Background: an optimization exercise with open tools, aiming at small area. Do not read the settings as production practice.
Function was checked by simulation only, so behaviour that the tests miss may differ from the original.
No activity file was given, so power comes from the tool's default toggle rates.

==> flow/config.mk <==
export PLATFORM = sky130hd
export DESIGN_NAME = ws_core
export DESIGN_NICKNAME = ws_core
export VERILOG_FILES = /design/flow/design.v
export SDC_FILE = /design/flow/constraint.sdc
export NUM_CORES = 4
export LEC_CHECK = 0
export ABC_AREA = 1
export CAP_MARGIN = 10
export CORE_MARGIN = 2
export CORE_UTILIZATION = 50
export PLACE_DENSITY = 0.6
export SLEW_MARGIN = 10
export SYNTH_MEMORY_MAX_BITS = 65536
==> flow/constraint.sdc <==
create_clock -name core_clock -period 60.0 [get_ports {clk}]
set_input_delay 12.0000 -clock core_clock [delete_from_list [all_inputs] [get_ports {clk}]]
set_output_delay 12.0000 -clock core_clock [all_outputs]
set_load 0.01 [all_outputs]
==> flow/design.v <==
module ws_core (
    input  wire        clk,
    input  wire        rst,           
    input  wire        cmd_valid,
    input  wire [7:0]  cmd,
    output wire        cmd_ready,
    output wire [7:0]  status,
    output wire [31:0] t_out,
    output wire [31:0] h_out,
    output wire [31:0] p_out,
    output wire        bus_req,
    output wire        bus_we,
    output wire [7:0]  bus_addr,
    output wire [3:0]  bus_len,
    output wire [7:0]  bus_wdata,
    input  wire        bus_ack,
    input  wire        bus_fail,
    input  wire [63:0] bus_rdata
);
    localparam [4:0] O_IDLE = 5'd0, O_LD = 5'd1, O_ADD = 5'd2, O_SUB = 5'd3,
                     O_MUL = 5'd4, O_SRA = 5'd5, O_SRL = 5'd6, O_SHL = 5'd7,
                     O_ST = 5'd8, O_DIV = 5'd9, O_MVA = 5'd10, O_LDMB = 5'd11,
                     O_SKN = 5'd12, O_SKP = 5'd13, O_SKNZ = 5'd14, O_JMP = 5'd15,
                     O_BW = 5'd16, O_BR = 5'd17, O_BRAW = 5'd18, O_INS = 5'd19,
                     O_ENDI = 5'd20, O_ENDG = 5'd21, O_BRL = 5'd22;
    localparam [2:0] S_N = 3'd0, S_W = 3'd1, S_C = 3'd2, S_K = 3'd3,
                     S_R16 = 3'd4, S_R8 = 3'd5, S_RNL = 3'd6, S_RNH = 3'd7;
    reg  [7:0]  pc;
    reg         ph;
    reg  [4:0]  cnt;
    reg  [31:0] acc, ma, mb;
    reg         acc32;               
    reg  [31:0] w0, w1, w2, w3;      
    reg  [1:0]  wph;                 
    reg  [255:0] cr;                 
    reg  [3:0]  cph;                 
    reg         lc, rvalid, esticky;
    reg  [1:0]  err;
    wire busy = (pc != 8'd0);
    assign cmd_ready = !busy;
    assign status    = {2'b00, err, esticky, rvalid, lc, busy};
    assign t_out = w0;
    assign h_out = w1;
    assign p_out = w2;
    wire [15:0] rom_word;
    assign rom_word[0] = (pc == 8'd1) | (pc == 8'd5) | (pc == 8'd7) | (pc == 8'd8) | (pc == 8'd10) | (pc == 8'd11) | (pc == 8'd12) | (pc == 8'd15) | (pc == 8'd16) | (pc == 8'd19) | (pc == 8'd20) | (pc == 8'd21) | (pc == 8'd22) | (pc == 8'd23) | (pc == 8'd24) | (pc == 8'd30) | (pc == 8'd35) | (pc == 8'd36) | (pc == 8'd40) | (pc == 8'd43) | (pc == 8'd46) | (pc == 8'd47) | (pc == 8'd48) | (pc == 8'd52) | (pc == 8'd54) | (pc == 8'd55) | (pc == 8'd58) | (pc == 8'd60) | (pc == 8'd63) | (pc == 8'd64) | (pc == 8'd65) | (pc == 8'd66) | (pc == 8'd67) | (pc == 8'd70) | (pc == 8'd71) | (pc == 8'd73) | (pc == 8'd78) | (pc == 8'd80) | (pc == 8'd84) | (pc == 8'd85) | (pc == 8'd86) | (pc == 8'd87) | (pc == 8'd88) | (pc == 8'd89) | (pc == 8'd90) | (pc == 8'd92) | (pc == 8'd93) | (pc == 8'd94) | (pc == 8'd98) | (pc == 8'd102) | (pc == 8'd103) | (pc == 8'd105) | (pc == 8'd106) | (pc == 8'd108) | (pc == 8'd109) | (pc == 8'd110) | (pc == 8'd112) | (pc == 8'd114) | (pc == 8'd115) | (pc == 8'd116) | (pc == 8'd117) | (pc == 8'd118) | (pc == 8'd120) | (pc == 8'd123) | (pc == 8'd125) | (pc == 8'd130) | (pc == 8'd132) | (pc == 8'd136) | (pc == 8'd137) | (pc == 8'd139) | (pc == 8'd140) | (pc == 8'd141) | (pc == 8'd142) | (pc == 8'd143) | (pc == 8'd144) | (pc == 8'd146) | (pc == 8'd147) | (pc == 8'd149) | (pc == 8'd150) | (pc == 8'd153) | (pc == 8'd154) | (pc == 8'd160) | (pc == 8'd161) | (pc == 8'd162) | (pc == 8'd165) | (pc == 8'd169) | (pc == 8'd170) | (pc == 8'd171) | (pc == 8'd172) | (pc == 8'd173) | (pc == 8'd175) | (pc == 8'd179) | (pc == 8'd180) | (pc == 8'd181) | (pc == 8'd188);
    assign rom_word[1] = (pc == 8'd3) | (pc == 8'd7) | (pc == 8'd10) | (pc == 8'd11) | (pc == 8'd17) | (pc == 8'd23) | (pc == 8'd24) | (pc == 8'd27) | (pc == 8'd30) | (pc == 8'd35) | (pc == 8'd36) | (pc == 8'd38) | (pc == 8'd39) | (pc == 8'd40) | (pc == 8'd48) | (pc == 8'd50) | (pc == 8'd52) | (pc == 8'd53) | (pc == 8'd54) | (pc == 8'd58) | (pc == 8'd59) | (pc == 8'd60) | (pc == 8'd63) | (pc == 8'd64) | (pc == 8'd72) | (pc == 8'd73) | (pc == 8'd76) | (pc == 8'd77) | (pc == 8'd78) | (pc == 8'd79) | (pc == 8'd80) | (pc == 8'd83) | (pc == 8'd87) | (pc == 8'd88) | (pc == 8'd92) | (pc == 8'd94) | (pc == 8'd100) | (pc == 8'd105) | (pc == 8'd107) | (pc == 8'd108) | (pc == 8'd109) | (pc == 8'd112) | (pc == 8'd114) | (pc == 8'd116) | (pc == 8'd117) | (pc == 8'd118) | (pc == 8'd119) | (pc == 8'd120) | (pc == 8'd121) | (pc == 8'd123) | (pc == 8'd125) | (pc == 8'd126) | (pc == 8'd129) | (pc == 8'd130) | (pc == 8'd131) | (pc == 8'd132) | (pc == 8'd133) | (pc == 8'd134) | (pc == 8'd136) | (pc == 8'd138) | (pc == 8'd139) | (pc == 8'd140) | (pc == 8'd141) | (pc == 8'd144) | (pc == 8'd146) | (pc == 8'd149) | (pc == 8'd150) | (pc == 8'd151) | (pc == 8'd152) | (pc == 8'd153) | (pc == 8'd158) | (pc == 8'd160) | (pc == 8'd161) | (pc == 8'd162) | (pc == 8'd164) | (pc == 8'd168) | (pc == 8'd170) | (pc == 8'd171) | (pc == 8'd172) | (pc == 8'd173) | (pc == 8'd175) | (pc == 8'd176) | (pc == 8'd177) | (pc == 8'd178) | (pc == 8'd179) | (pc == 8'd180) | (pc == 8'd183) | (pc == 8'd184) | (pc == 8'd186) | (pc == 8'd188);
    assign rom_word[2] = (pc == 8'd1) | (pc == 8'd2) | (pc == 8'd13) | (pc == 8'd15) | (pc == 8'd17) | (pc == 8'd21) | (pc == 8'd24) | (pc == 8'd29) | (pc == 8'd30) | (pc == 8'd32) | (pc == 8'd34) | (pc == 8'd37) | (pc == 8'd38) | (pc == 8'd42) | (pc == 8'd44) | (pc == 8'd45) | (pc == 8'd46) | (pc == 8'd47) | (pc == 8'd51) | (pc == 8'd71) | (pc == 8'd77) | (pc == 8'd79) | (pc == 8'd82) | (pc == 8'd91) | (pc == 8'd95) | (pc == 8'd105) | (pc == 8'd106) | (pc == 8'd107) | (pc == 8'd110) | (pc == 8'd111) | (pc == 8'd114) | (pc == 8'd115) | (pc == 8'd117) | (pc == 8'd119) | (pc == 8'd124) | (pc == 8'd127) | (pc == 8'd128) | (pc == 8'd133) | (pc == 8'd136) | (pc == 8'd137) | (pc == 8'd138) | (pc == 8'd143) | (pc == 8'd146) | (pc == 8'd147) | (pc == 8'd149) | (pc == 8'd151) | (pc == 8'd153) | (pc == 8'd160) | (pc == 8'd169) | (pc == 8'd173) | (pc == 8'd174) | (pc == 8'd177) | (pc == 8'd178) | (pc == 8'd181) | (pc == 8'd182) | (pc == 8'd186) | (pc == 8'd188);
    assign rom_word[3] = (pc == 8'd6) | (pc == 8'd18) | (pc == 8'd25) | (pc == 8'd51) | (pc == 8'd53) | (pc == 8'd89) | (pc == 8'd91) | (pc == 8'd98) | (pc == 8'd100) | (pc == 8'd102) | (pc == 8'd105) | (pc == 8'd107) | (pc == 8'd111) | (pc == 8'd114) | (pc == 8'd116) | (pc == 8'd117) | (pc == 8'd119) | (pc == 8'd121) | (pc == 8'd130) | (pc == 8'd136) | (pc == 8'd138) | (pc == 8'd142) | (pc == 8'd143) | (pc == 8'd146) | (pc == 8'd148) | (pc == 8'd149) | (pc == 8'd151) | (pc == 8'd160) | (pc == 8'd166) | (pc == 8'd169) | (pc == 8'd173) | (pc == 8'd177) | (pc == 8'd178) | (pc == 8'd181) | (pc == 8'd182) | (pc == 8'd186) | (pc == 8'd189);
    assign rom_word[4] = (pc == 8'd1) | (pc == 8'd2) | (pc == 8'd3) | (pc == 8'd6) | (pc == 8'd18) | (pc == 8'd25) | (pc == 8'd29) | (pc == 8'd30) | (pc == 8'd32) | (pc == 8'd33) | (pc == 8'd34) | (pc == 8'd37) | (pc == 8'd39) | (pc == 8'd42) | (pc == 8'd43) | (pc == 8'd44) | (pc == 8'd45) | (pc == 8'd47) | (pc == 8'd51) | (pc == 8'd52) | (pc == 8'd53) | (pc == 8'd56) | (pc == 8'd57) | (pc == 8'd59) | (pc == 8'd66) | (pc == 8'd71) | (pc == 8'd77) | (pc == 8'd79) | (pc == 8'd83) | (pc == 8'd86) | (pc == 8'd89) | (pc == 8'd90) | (pc == 8'd91) | (pc == 8'd95) | (pc == 8'd105) | (pc == 8'd107) | (pc == 8'd110) | (pc == 8'd114) | (pc == 8'd117) | (pc == 8'd119) | (pc == 8'd122) | (pc == 8'd124) | (pc == 8'd127) | (pc == 8'd128) | (pc == 8'd136) | (pc == 8'd138) | (pc == 8'd141) | (pc == 8'd143) | (pc == 8'd146) | (pc == 8'd149) | (pc == 8'd153) | (pc == 8'd154) | (pc == 8'd160) | (pc == 8'd169) | (pc == 8'd172) | (pc == 8'd174) | (pc == 8'd177) | (pc == 8'd179) | (pc == 8'd182) | (pc == 8'd186) | (pc == 8'd189);
    assign rom_word[5] = (pc == 8'd1) | (pc == 8'd2) | (pc == 8'd3) | (pc == 8'd5) | (pc == 8'd8) | (pc == 8'd10) | (pc == 8'd13) | (pc == 8'd15) | (pc == 8'd17) | (pc == 8'd21) | (pc == 8'd24) | (pc == 8'd29) | (pc == 8'd30) | (pc == 8'd50) | (pc == 8'd63) | (pc == 8'd70) | (pc == 8'd90);
    assign rom_word[6] = (pc == 8'd1) | (pc == 8'd2) | (pc == 8'd3) | (pc == 8'd8) | (pc == 8'd10) | (pc == 8'd13) | (pc == 8'd15) | (pc == 8'd17) | (pc == 8'd21) | (pc == 8'd24) | (pc == 8'd29) | (pc == 8'd30) | (pc == 8'd52) | (pc == 8'd63) | (pc == 8'd76);
    assign rom_word[7] = (pc == 8'd1) | (pc == 8'd2) | (pc == 8'd3) | (pc == 8'd5) | (pc == 8'd8) | (pc == 8'd10) | (pc == 8'd13) | (pc == 8'd15) | (pc == 8'd17) | (pc == 8'd21) | (pc == 8'd24) | (pc == 8'd29) | (pc == 8'd30);
    assign rom_word[8] = (pc == 8'd5) | (pc == 8'd10) | (pc == 8'd11) | (pc == 8'd13) | (pc == 8'd17) | (pc == 8'd19) | (pc == 8'd21) | (pc == 8'd22) | (pc == 8'd24) | (pc == 8'd26) | (pc == 8'd31) | (pc == 8'd36) | (pc == 8'd41) | (pc == 8'd48) | (pc == 8'd55) | (pc == 8'd58) | (pc == 8'd61) | (pc == 8'd62) | (pc == 8'd64) | (pc == 8'd65) | (pc == 8'd68) | (pc == 8'd69) | (pc == 8'd72) | (pc == 8'd74) | (pc == 8'd75) | (pc == 8'd78) | (pc == 8'd80) | (pc == 8'd82) | (pc == 8'd84) | (pc == 8'd88) | (pc == 8'd93) | (pc == 8'd94) | (pc == 8'd98) | (pc == 8'd100) | (pc == 8'd102) | (pc == 8'd104) | (pc == 8'd106) | (pc == 8'd109) | (pc == 8'd113) | (pc == 8'd115) | (pc == 8'd118) | (pc == 8'd123) | (pc == 8'd126) | (pc == 8'd130) | (pc == 8'd131) | (pc == 8'd132) | (pc == 8'd133) | (pc == 8'd135) | (pc == 8'd137) | (pc == 8'd140) | (pc == 8'd145) | (pc == 8'd147) | (pc == 8'd150) | (pc == 8'd152) | (pc == 8'd158) | (pc == 8'd162) | (pc == 8'd164) | (pc == 8'd166) | (pc == 8'd171) | (pc == 8'd176) | (pc == 8'd180) | (pc == 8'd183) | (pc == 8'd185) | (pc == 8'd187) | (pc == 8'd188);
    assign rom_word[9] = (pc == 8'd15) | (pc == 8'd21) | (pc == 8'd34) | (pc == 8'd38) | (pc == 8'd44) | (pc == 8'd45) | (pc == 8'd46) | (pc == 8'd50) | (pc == 8'd52) | (pc == 8'd61) | (pc == 8'd63) | (pc == 8'd65) | (pc == 8'd69) | (pc == 8'd70) | (pc == 8'd72) | (pc == 8'd75) | (pc == 8'd76) | (pc == 8'd80) | (pc == 8'd81) | (pc == 8'd82) | (pc == 8'd90) | (pc == 8'd98) | (pc == 8'd100) | (pc == 8'd102) | (pc == 8'd106) | (pc == 8'd111) | (pc == 8'd115) | (pc == 8'd116) | (pc == 8'd121) | (pc == 8'd130) | (pc == 8'd133) | (pc == 8'd137) | (pc == 8'd142) | (pc == 8'd147) | (pc == 8'd148) | (pc == 8'd152) | (pc == 8'd153) | (pc == 8'd166) | (pc == 8'd173) | (pc == 8'd178) | (pc == 8'd181) | (pc == 8'd188);
    assign rom_word[10] = (pc == 8'd5) | (pc == 8'd8) | (pc == 8'd10) | (pc == 8'd13) | (pc == 8'd15) | (pc == 8'd17) | (pc == 8'd21) | (pc == 8'd24);
    assign rom_word[11] = (pc == 8'd5) | (pc == 8'd6) | (pc == 8'd8) | (pc == 8'd9) | (pc == 8'd10) | (pc == 8'd12) | (pc == 8'd13) | (pc == 8'd15) | (pc == 8'd17) | (pc == 8'd18) | (pc == 8'd21) | (pc == 8'd23) | (pc == 8'd24) | (pc == 8'd25) | (pc == 8'd27) | (pc == 8'd31) | (pc == 8'd32) | (pc == 8'd34) | (pc == 8'd37) | (pc == 8'd39) | (pc == 8'd41) | (pc == 8'd42) | (pc == 8'd44) | (pc == 8'd45) | (pc == 8'd47) | (pc == 8'd50) | (pc == 8'd51) | (pc == 8'd53) | (pc == 8'd55) | (pc == 8'd56) | (pc == 8'd58) | (pc == 8'd59) | (pc == 8'd61) | (pc == 8'd62) | (pc == 8'd66) | (pc == 8'd68) | (pc == 8'd69) | (pc == 8'd71) | (pc == 8'd74) | (pc == 8'd75) | (pc == 8'd77) | (pc == 8'd79) | (pc == 8'd83) | (pc == 8'd86) | (pc == 8'd89) | (pc == 8'd91) | (pc == 8'd93) | (pc == 8'd94) | (pc == 8'd95) | (pc == 8'd96) | (pc == 8'd97) | (pc == 8'd98) | (pc == 8'd100) | (pc == 8'd101) | (pc == 8'd104) | (pc == 8'd105) | (pc == 8'd106) | (pc == 8'd107) | (pc == 8'd110) | (pc == 8'd113) | (pc == 8'd114) | (pc == 8'd115) | (pc == 8'd117) | (pc == 8'd119) | (pc == 8'd121) | (pc == 8'd122) | (pc == 8'd124) | (pc == 8'd126) | (pc == 8'd127) | (pc == 8'd130) | (pc == 8'd131) | (pc == 8'd132) | (pc == 8'd135) | (pc == 8'd136) | (pc == 8'd137) | (pc == 8'd138) | (pc == 8'd141) | (pc == 8'd143) | (pc == 8'd145) | (pc == 8'd146) | (pc == 8'd147) | (pc == 8'd149) | (pc == 8'd151) | (pc == 8'd154) | (pc == 8'd156) | (pc == 8'd158) | (pc == 8'd160) | (pc == 8'd162) | (pc == 8'd163) | (pc == 8'd164) | (pc == 8'd174) | (pc == 8'd176) | (pc == 8'd179) | (pc == 8'd182) | (pc == 8'd185) | (pc == 8'd186) | (pc == 8'd189) | (pc == 8'd191);
    assign rom_word[12] = (pc == 8'd4) | (pc == 8'd6) | (pc == 8'd9) | (pc == 8'd11) | (pc == 8'd12) | (pc == 8'd18) | (pc == 8'd19) | (pc == 8'd22) | (pc == 8'd23) | (pc == 8'd25) | (pc == 8'd26) | (pc == 8'd27) | (pc == 8'd30) | (pc == 8'd32) | (pc == 8'd33) | (pc == 8'd34) | (pc == 8'd42) | (pc == 8'd43) | (pc == 8'd44) | (pc == 8'd45) | (pc == 8'd48) | (pc == 8'd51) | (pc == 8'd52) | (pc == 8'd53) | (pc == 8'd56) | (pc == 8'd57) | (pc == 8'd58) | (pc == 8'd59) | (pc == 8'd62) | (pc == 8'd64) | (pc == 8'd65) | (pc == 8'd69) | (pc == 8'd72) | (pc == 8'd75) | (pc == 8'd80) | (pc == 8'd82) | (pc == 8'd94) | (pc == 8'd98) | (pc == 8'd102) | (pc == 8'd106) | (pc == 8'd115) | (pc == 8'd117) | (pc == 8'd118) | (pc == 8'd122) | (pc == 8'd123) | (pc == 8'd127) | (pc == 8'd128) | (pc == 8'd131) | (pc == 8'd132) | (pc == 8'd137) | (pc == 8'd147) | (pc == 8'd150) | (pc == 8'd152) | (pc == 8'd155) | (pc == 8'd156) | (pc == 8'd157) | (pc == 8'd160) | (pc == 8'd162) | (pc == 8'd165) | (pc == 8'd166) | (pc == 8'd169) | (pc == 8'd172) | (pc == 8'd177) | (pc == 8'd180) | (pc == 8'd181) | (pc == 8'd183) | (pc == 8'd186) | (pc == 8'd187) | (pc == 8'd188);
    assign rom_word[13] = (pc == 8'd4) | (pc == 8'd6) | (pc == 8'd18) | (pc == 8'd25) | (pc == 8'd28) | (pc == 8'd32) | (pc == 8'd33) | (pc == 8'd36) | (pc == 8'd37) | (pc == 8'd38) | (pc == 8'd39) | (pc == 8'd42) | (pc == 8'd43) | (pc == 8'd46) | (pc == 8'd47) | (pc == 8'd51) | (pc == 8'd53) | (pc == 8'd56) | (pc == 8'd57) | (pc == 8'd59) | (pc == 8'd63) | (pc == 8'd66) | (pc == 8'd70) | (pc == 8'd71) | (pc == 8'd76) | (pc == 8'd77) | (pc == 8'd78) | (pc == 8'd79) | (pc == 8'd81) | (pc == 8'd83) | (pc == 8'd84) | (pc == 8'd86) | (pc == 8'd88) | (pc == 8'd89) | (pc == 8'd90) | (pc == 8'd91) | (pc == 8'd95) | (pc == 8'd96) | (pc == 8'd99) | (pc == 8'd101) | (pc == 8'd105) | (pc == 8'd107) | (pc == 8'd109) | (pc == 8'd110) | (pc == 8'd111) | (pc == 8'd114) | (pc == 8'd116) | (pc == 8'd117) | (pc == 8'd119) | (pc == 8'd122) | (pc == 8'd124) | (pc == 8'd127) | (pc == 8'd128) | (pc == 8'd133) | (pc == 8'd136) | (pc == 8'd138) | (pc == 8'd140) | (pc == 8'd141) | (pc == 8'd142) | (pc == 8'd143) | (pc == 8'd146) | (pc == 8'd148) | (pc == 8'd149) | (pc == 8'd151) | (pc == 8'd153) | (pc == 8'd154) | (pc == 8'd155) | (pc == 8'd156) | (pc == 8'd159) | (pc == 8'd160) | (pc == 8'd165) | (pc == 8'd167) | (pc == 8'd169) | (pc == 8'd171) | (pc == 8'd172) | (pc == 8'd173) | (pc == 8'd174) | (pc == 8'd177) | (pc == 8'd178) | (pc == 8'd179) | (pc == 8'd182) | (pc == 8'd186) | (pc == 8'd189) | (pc == 8'd191);
    assign rom_word[14] = (pc == 8'd7) | (pc == 8'd14) | (pc == 8'd16) | (pc == 8'd20) | (pc == 8'd35) | (pc == 8'd40) | (pc == 8'd49) | (pc == 8'd54) | (pc == 8'd60) | (pc == 8'd67) | (pc == 8'd73) | (pc == 8'd85) | (pc == 8'd87) | (pc == 8'd92) | (pc == 8'd96) | (pc == 8'd99) | (pc == 8'd101) | (pc == 8'd103) | (pc == 8'd108) | (pc == 8'd112) | (pc == 8'd120) | (pc == 8'd125) | (pc == 8'd129) | (pc == 8'd134) | (pc == 8'd139) | (pc == 8'd144) | (pc == 8'd155) | (pc == 8'd156) | (pc == 8'd157) | (pc == 8'd159) | (pc == 8'd161) | (pc == 8'd162) | (pc == 8'd163) | (pc == 8'd168) | (pc == 8'd170) | (pc == 8'd175) | (pc == 8'd184) | (pc == 8'd190);
    assign rom_word[15] = (pc == 8'd1) | (pc == 8'd2) | (pc == 8'd3) | (pc == 8'd4) | (pc == 8'd5) | (pc == 8'd8) | (pc == 8'd9) | (pc == 8'd10) | (pc == 8'd12) | (pc == 8'd13) | (pc == 8'd15) | (pc == 8'd17) | (pc == 8'd21) | (pc == 8'd23) | (pc == 8'd24) | (pc == 8'd27) | (pc == 8'd28) | (pc == 8'd29) | (pc == 8'd30) | (pc == 8'd191);
    wire [4:0] op;
    wire [2:0] sk;
    wire [7:0] arg;
    assign {op, sk, arg} = rom_word;
    wire is_brl = (op == O_BRL) && !ph;      
    assign bus_req   = (op == O_BW) || (op == O_BR) || ((op == O_BRAW) && w0ph) || is_brl;
    assign bus_we    = (op == O_BW);
    assign bus_addr  = is_brl ? {3'b100, cnt[3:0], 1'b0} : arg;
    assign bus_len   = (op == O_BRAW) ? 4'd8 : (is_brl || sk == S_R16) ? 4'd2 : 4'd1;
    wire a00 = (arg[1:0] == 2'b00);
    assign bus_wdata = {2'b00, a00, arg[1:0] == 2'b01, 1'b0, a00, 1'b0,
                        arg[1:0] == 2'b10 || (a00 && lc)};
    wire slot_ok  = (cph == arg[3:0]);
    wire wslot_ok = (wph == arg[1:0]);
    wire [15:0] cw = cr[255:240];
    wire        step = ph && ((op == O_MUL) || (op == O_DIV));
    reg  [31:0] xk, xc, x;
    always @(*) begin
        case (arg[3:0])
            4'd0: xk = 32'd76800;
            4'd1: xk = 32'd16384;
            4'd2: xk = 32'd32768;
            4'd3: xk = 32'd2097152;
            4'd4: xk = 32'd8192;
            4'd5: xk = 32'd64000;
            4'd6: xk = 32'd3125;
            4'd7: xk = 32'd128;
            4'd8: xk = 32'd1;
            4'd9: xk = 32'd102401;
            4'd10: xk = 32'd102400;
            4'd11: xk = 32'd1048576;
            default: xk = 32'd0;
        endcase
        case (arg[6:4])
            3'd0: xc = {{16{cw[15]}}, cw};
            3'd1: xc = {16'd0, cw};
            3'd2: xc = {24'd0, cw[7:0]};
            3'd3: xc = {24'd0, cw[15:8]};
            3'd4: xc = {{24{cw[15]}}, cw[15:8]};
            3'd5: xc = {28'd0, cw[3:0]};
            default: xc = {20'd0, cw[15:4]};
        endcase
        if (step)
            x = (op == O_DIV || mb[31]) ? ma : 32'd0;
        else if (is_brl)
            x = {16'd0, bus_rdata[15:0]};
        else case (sk)
            S_W:   x = wslot_ok ? w0 : 32'd0;
            S_C:   x = slot_ok ? xc : 32'd0;
            S_K:   x = xk;
            S_R16: x = {16'd0, bus_rdata[15:0]};
            S_R8:  x = {24'd0, bus_rdata[7:0]};
            S_RNL: x = {28'd0, bus_rdata[3:0]};
            S_RNH: x = {24'd0, bus_rdata[7:4], 4'd0};
            default: x = 32'd0;
        endcase
    end
    wire ready    = (sk == S_C) ? slot_ok : (sk == S_W) ? wslot_ok : 1'b1;
    wire at_end   = (op == O_ENDI) || (op == O_ENDG) || (op == O_BRAW);
    wire w0ph     = (wph == 2'd0);
    wire        is_div = (op == O_DIV);
    wire        shl_a  = step || (ph && op == O_SHL);
    wire        shr_a  = ph && ((op == O_SRA) || (op == O_SRL));
    wire        zero_a = (op == O_LD) || (op == O_BR) || is_brl || (is_div && !ph);
    wire        inv    = (op == O_SUB) || (step && is_div && !acc32);
    wire [31:0] a_in   = zero_a ? 32'd0 :
                         shl_a  ? {acc[30:0], is_div & mb[31]} :
                         shr_a  ? {(op == O_SRA) & acc[31], acc[31:1]} : acc;
    wire [32:0] sum    = {1'b0, a_in} + {1'b0, x ^ {32{inv}}} + {32'd0, inv};
    wire        rsign  = acc[31] ^ inv ^ sum[32];      
    wire st_now = (op == O_ST) && wslot_ok;
    wire rot    = busy && !(at_end && w0ph);
    always @(posedge clk) begin
        if (rst)
            wph <= 2'd0;
        else if (rot)
            wph <= wph + 2'd1;
        if (rot) begin
            w0 <= w1;
            w1 <= w2;
            w2 <= w3;
            w3 <= st_now ? acc : w0;
        end else if (op == O_BRAW && bus_req && bus_ack) begin
            w0 <= {w1[31:20], bus_rdata[31:24], bus_rdata[39:32], bus_rdata[47:44]};
            w1 <= {w2[31:16], bus_rdata[55:48], bus_rdata[63:56]};
            w2 <= {w3[31:20], bus_rdata[7:0], bus_rdata[15:8], bus_rdata[23:20]};
        end
    end
    wire lslot_ok = (cph == cnt[3:0]);
    wire ins_now  = busy && ((op == O_INS && slot_ok) || (op == O_BRL && ph && lslot_ok));
    always @(posedge clk) begin
        cr  <= {cr[239:0], ins_now ? acc[15:0] : cw};
        cph <= rst ? 4'd0 : cph + 4'd1;
    end
    always @(posedge clk)
        acc <= sum[31:0];
    wire        last = (cnt == 5'd31);
    always @(posedge clk) begin
        if (rst) begin
            pc      <= 8'd0;
            ph      <= 1'b0;
            lc      <= 1'b0;
            rvalid  <= 1'b0;
            esticky <= 1'b0;
            err     <= 2'd0;
        end else if (!busy) begin
            ph  <= 1'b0;
            cnt <= 5'd4;
            if (cmd_valid) begin
                if (cmd == 8'h01 && !lc) begin
                    pc <= 8'd1;
                end else if (cmd == 8'h02 && lc) begin
                    pc     <= 8'd29;
                    rvalid <= 1'b0;
                end else if (cmd == 8'h01 || cmd == 8'h02) begin
                    err     <= 2'd2;
                    esticky <= 1'b1;
                end else begin
                    err     <= 2'd1;
                    esticky <= 1'b1;
                end
            end
        end else begin
            case (op)
                O_LD, O_ADD, O_SUB: if (ready) pc <= pc + 8'd1;
                O_MUL, O_DIV, O_SRA, O_SRL, O_SHL: begin
                    if (!ph) begin
                        if (ready) begin
                            if (op == O_MUL) begin
                                ma <= acc;
                                if (sk != S_N) mb <= x;
                            end
                            if (is_div) acc32 <= 1'b0;
                            cnt <= (op == O_MUL || is_div) ? 5'd0 : arg[4:0];
                            ph  <= 1'b1;
                        end
                    end else begin
                        if (step) mb <= {mb[30:0], !rsign};
                        acc32 <= rsign;
                        cnt <= cnt + 5'd1;
                        if (last) begin
                            ph <= 1'b0;
                            pc <= pc + 8'd1;
                        end
                    end
                end
                O_ST: if (wslot_ok) pc <= pc + 8'd1;
                O_MVA:  begin ma <= acc; pc <= pc + 8'd1; end
                O_LDMB: if (ready) begin mb <= x; pc <= pc + 8'd1; end
                O_SKN:  pc <= pc + (acc[31] ? 8'd2 : 8'd1);
                O_SKP:  pc <= pc + (acc[31] ? 8'd1 : 8'd2);
                O_SKNZ: pc <= pc + ((acc != 32'd0) ? 8'd2 : 8'd1);
                O_JMP:  pc <= 8'd184;
                O_INS:  if (slot_ok) pc <= pc + 8'd1;
                O_BRL: if (ph) begin
                    if (lslot_ok) begin
                        cnt <= cnt + 5'd1;
                        ph  <= 1'b0;
                        if (cnt[3:0] == 4'd15) pc <= pc + 8'd1;
                    end
                end else if (bus_ack) begin
                    if (bus_fail) begin
                        err     <= 2'd3;
                        esticky <= 1'b1;
                        pc      <= 8'd0;
                    end else
                        ph <= 1'b1;
                end
                O_BW, O_BR, O_BRAW: if (bus_req && bus_ack) begin
                    if (bus_fail) begin
                        err     <= 2'd3;
                        esticky <= 1'b1;
                        pc      <= 8'd0;
                    end else begin
                        pc <= pc + 8'd1;
                    end
                end
                O_ENDI: if (w0ph) begin
                    lc  <= 1'b1;
                    err <= 2'd0;
                    pc  <= 8'd0;
                end
                O_ENDG: if (w0ph) begin
                    rvalid <= 1'b1;
                    err    <= 2'd0;
                    pc     <= 8'd0;
                end
                default: pc <= 8'd0;
            endcase
        end
    end
endmodule
==> flow/flow/run.sh <==
#!/bin/bash
# Own layout flow: the standard flow, with
#  - the combinational logic of the synthesis mapped again by ABC with an
#    area-oriented script (flow/better.script) and without the full-adder
#    extraction; the registers are those of the standard synthesis (the flow
#    checks their names and cell types and falls back to the standard
#    netlist if they differ);
#  - smaller port buffers and a clock tree of smaller buffers.
# Every tool's output goes to a log file of its own in this folder.
set -uo pipefail
W=$(pwd)
RES=$W/orfs/results/${FLOW_PLATFORM}/ws_core/base
LOGS=$W/logs_own
mkdir -p $LOGS

# 1. standard synthesis
bash standard.sh synth > $LOGS/1_standard_synth.log 2>&1 || exit 1

# 2. the same synthesis with another ABC script, in a work folder of its own
sed "s|log_cmd abc {\*}\$abc_args|log_cmd abc {*}[lreplace \$abc_args 1 1 $W/flow/better.script]|" \
    $FLOW_HOME/scripts/synth.tcl > $W/flow_synth_orfs.tcl
sed "s|source \$::env(SCRIPTS_DIR)/synth.tcl|source $W/flow_synth_orfs.tcl|" \
    $W/synth_recipe.tcl > $W/flow_synth.tcl
SYN=$W/orfs_own
make -C $FLOW_HOME DESIGN_CONFIG=$W/config.mk WORK_HOME=$SYN CLKGATE_MAP_FILE= \
    SYNTH_SCRIPT=$W/flow_synth.tcl ADDER_MAP_FILE= \
    $SYN/results/${FLOW_PLATFORM}/ws_core/base/1_2_yosys.v > $LOGS/2_own_synth.log 2>&1
OWN=$SYN/results/${FLOW_PLATFORM}/ws_core/base/1_2_yosys.v

# 3. keep it only if its registers are the standard synthesis's
regs() { python3 $W/flow/regs.py "$1"; }
if [[ -s $OWN ]] && regs $RES/1_2_yosys.v > $LOGS/regs_std.txt && regs $OWN > $LOGS/regs_own.txt \
   && cmp -s $LOGS/regs_std.txt $LOGS/regs_own.txt; then
    echo "own synthesis kept" > $LOGS/3_choice.log
    cp $OWN $RES/1_2_yosys.v
    rm -f $RES/1_synth.odb $RES/1_synth.sdc
else
    echo "standard synthesis kept" > $LOGS/3_choice.log
fi

# 4. the rest of the standard flow
bash standard.sh \
    "BUFFER_PORTS_ARGS=-buffer_cell sky130_fd_sc_hd__buf_1" \
    "CTS_ARGS=-sink_clustering_enable -repair_clock_nets -buf_list sky130_fd_sc_hd__clkbuf_16 -dont_use_dummy_load -sink_clustering_size 30 -sink_clustering_max_diameter 80" \
    finish > $LOGS/4_standard_finish.log 2>&1 || exit 1
==> flow/flow/better.script <==
strash
&get -n
&deepsyn -T 40
&put
&get -n
&dch -f
&nf -R 1000
&put
==> flow/flow/regs.py <==
#!/usr/bin/env python3
"""List the flip-flop instances of a mapped netlist: cell type (without drive) and name."""
import re, sys
txt = open(sys.argv[1]).read()
regs = []
for m in re.finditer(r'^\s*(sky130_fd_sc_hd__\w+)\s+(\S+)\s*\(', txt, re.M):
    cell, name = m.groups()
    if re.match(r'sky130_fd_sc_hd__(s?e?df|dl|sdl)', cell):
        regs.append(re.sub(r'_\d+$', '', cell) + ' ' + name)
if not regs:
    sys.exit(1)
print('\n'.join(sorted(regs)))
==> flow/standard.sh <==
#!/bin/bash
# synth_recipe.tcl (not shown) runs the flow's synth.tcl, then flattens the netlist and writes it again
# the make line also repeats each setting of config.mk as NAME=value (left out here)
make -C /OpenROAD-flow-scripts/flow DESIGN_CONFIG=/design/flow/config.mk WORK_HOME=/design/flow/orfs CLKGATE_MAP_FILE= SYNTH_SCRIPT=/design/flow/synth_recipe.tcl "${@:-finish}"
==> run notes <==
## per-stage QoR
stage / total power, mW / setup slack (ps)
2_1_floorplan: 0.6583 / 38290
3_3_place_gp: 0.7569 / 37400
3_5_place_dp: 0.7647 / 37280
4_1_cts: 0.9365 / 37820
5_1_grt: 0.9773 / 36990
6_report: 0.9355 / 37710
## worst max-delay path: cells and delay by family
kind                       cells  cell delay (ps)
buffers and inverters          1              160
AOI/OAI and AO/OA             14             2790
and+or+nand+nor               14             1760
adders and majority gates     14             5330
muxes                          1              210
xor gates and xnor gates       1              310
## power groups by stage
stage	combinational [mW]	sequential, mW	clock, mW
CTS	0.254	0.506	0.177
detailed placement	0.252	0.513	0
finish	0.256	0.507	0.173
global placement	0.247	0.510	0
global route	0.275	0.515	0.187
floorplan	0.145	0.513	0
## layout make-up
cell class / count / area, µm²
Fill cell: 3328 / 16750
Sequential cell: 506 / 12110
Multi-Input combinational cell: 1142 / 7337
Timing Repair Buffer: 235 / 1059
Tap cell: 518 / 648.1
Clock buffer: 25 / 625.6
Inverter: 31 / 116.4
## metal layers
layer	share of wire [%]	track usage, %	vias up
li1	-	-	6802
met4	6.2	16.62	0
met5	0	0	-
met1	41	42.81	7507
met2	44	48.46	868
met3	8.7	5.620	191
## state kept, by name, indices dropped and copies added (netlist names)
register and count:
cr 256, acc 32, ma 32, mb 32
w0 32, w1 32, w2 32, w3 32
pc 8, cnt 5, cph 4, err 2
wph 2, acc32 1, esticky 1, lc 1
ph 1, rvalid 1
## how the worst min path moves through the flow
stage | slack (ps) | cells past startpoint | startpoint | end
after detailed placement | 310 | 0 | cr[107] | cr[123]
after floorplan | 310 | 0 | cr[84] | cr[100]
after global routing | 260 | 0 | cr[4] | cr[20]
after global placement | 310 | 0 | cr[82] | cr[98]
after CTS | 270 | 0 | cr[4] | cr[20]
final | 270 | 0 | cr[4] | cr[20]
==> impl_metrics.csv <==
group,metric,value,unit
status,status,"finished clean",
synthesis,synthCells,1686,
sta,setup_viol,0,
routing,wirelength,65390,µm
clock_tree,numCtsBuffers,25,
die,dieArea,40680,µm²
sta,tightest_slew,1189,ps
sta,relSlewSlack,20.10,%
sta,min_period,22290,ps
placed_design,finalWeightedCongestion,1.001,
setup_path,r2r-start,"pc[0]",
clock_tree,cts.sinks,506,
die,fp.coreArea,38650,µm²
synthesis,syn_area,19540,µm²
die,die_w,201.7,µm
setup_path,reg2reg_to,"mb[0]",
routing,antenna_left,0,
power_and_ir_drop,p_sw_share,34.45,%
power_and_ir_drop,intPower,0.6132,mW
power_and_ir_drop,vdd_ir_drop_max,0.00004048,V
routing,drt_first_pass_iters,8,
placed_design,numPortBuffers,188,
cells_and_area,layout_common_cells,"308 x dfxtp_1, 198 x edfxtp_1, 188 x buf_1, 152 x nand2_1, 138 x nor2_1",
setup_path,required,60280,ps
synthesis,yosysWarnings,1,
global_route,grtUsageTotal,31.55,%
global_route,grt-ovfl-total,0,
power_and_ir_drop,power_density,42.72,nW/µm²
routing,via_per_inst,6.255,
sta,hold_ws,273.9,ps
sta,rsz0062_at_grt,"no",
sta,fin_crit_sh,37.15,%
setup_path,r2r_cells,55,
power_and_ir_drop,clkPwrFrac,18.5,%
sta,tns,0,ps
setup_path,worstSetupStartpointType,"primary input",
routing,vias,15370,
setup_path,cp_max_fo,3,
cells_and_area,fin_nets,2018,
setup_path,cp.arrival,22570,ps
clock_tree,cts.clk_slew.worst_paths,100,ps
setup_path,crit_type,"in2reg",
setup_path,crit_end,"mb[0]",
synthesis,syn_avg_cell_area,11.59,µm²
placed_design,place_hpwl,47280,µm
setup_path,r2r_slack,42820,ps
sta,skew,102.7,ps
sta,drv_slew,0,
power_and_ir_drop,total_leakage_power,7.775,nW
die,die_h,201.7,µm
routing,drt_first_iter_violations,1674,
cells_and_area,area_growth_syn_to_layout,12.06,%
clock_tree,cts_resized,0,
clock_tree,cts_hold_buf,0,
setup_path,slowest_delay,450,ps
routing,wire_per_inst,26.61,µm
sta,fmax,44.86,MHz
sta,hold_viol,0,
global_route,grt_start_max_net_pins,66,
setup_path,cp_common_cell,"maj3_1",
global_route,grt_pass1_vias,14730,
global_route,grt_pass1_wl,95850,µm
die,ios,204,
cells_and_area,post_layout_nonfiller_instances,2457,
cells_and_area,drive_gt1_share,4.384,%
cells_and_area,final_common_cell,"dfxtp_1",
cells_and_area,final_area,21900,µm²
global_route,grt_antenna_before_repair,0,
clock_tree,cts.path.max_buffers,3,
placed_design,placement.cell_area,21270,µm²
clock_tree,cts-root-buf,"clkbuf_16",
power_and_ir_drop,comb_power_share,27.3,%
setup_path,cp-end-kind,"flop",
cells_and_area,final_util,56.66,%
setup_path,slowest_stage,"maj3_1",
clock_tree,clock_latency,600,ps
die,start_util,50.56,%
min_path,hp-class,"reg2reg",
power_and_ir_drop,netSwitchingPower,0.3223,mW
clock_tree,h-tree-depth,1,
power_and_ir_drop,power_frac_seq,54.2,%
run,cap_violations,0,
die,num_rows,72,
setup_path,critPathLaunch,"bus_rdata[0]",
clock_tree,cts_setup_buffers,0,
clock_tree,cts_tree,"done",
routing,drc,0,
cells_and_area,diodes,0,
placed_design,place_inst,2432,

## separate check: timing with driven ports
Ports are ideal in the flow. The routed layout listed here was re-timed in OpenROAD. Step 1: set_driving_cell puts a clkbuf_16 on clk and a buf_2 on each other input, an assumption about the parent block. Step 2, shift: input delay + t, output delay - t, t = (earliest + latest rising clock arrival at the registers) / 2. This alone moves slack from input paths to output paths. a / b / c = ideal / step 1 / step 2; a / b = the first two.
t (ns): 0.609
setup WS [ns]: 37.708 / 37.740 / 37.132
hold slack, ns: 0.274 / 0.274 / 0.274
slew at the worst register clock pin (ns): 0.10 / 0.10
worst data-port slew with drivers (ns): 0.06
After both steps setup and hold are still met in this run. For this run, drivers alone change the setup slack by +0.032 ns; drivers and shift together by -0.576 ns.
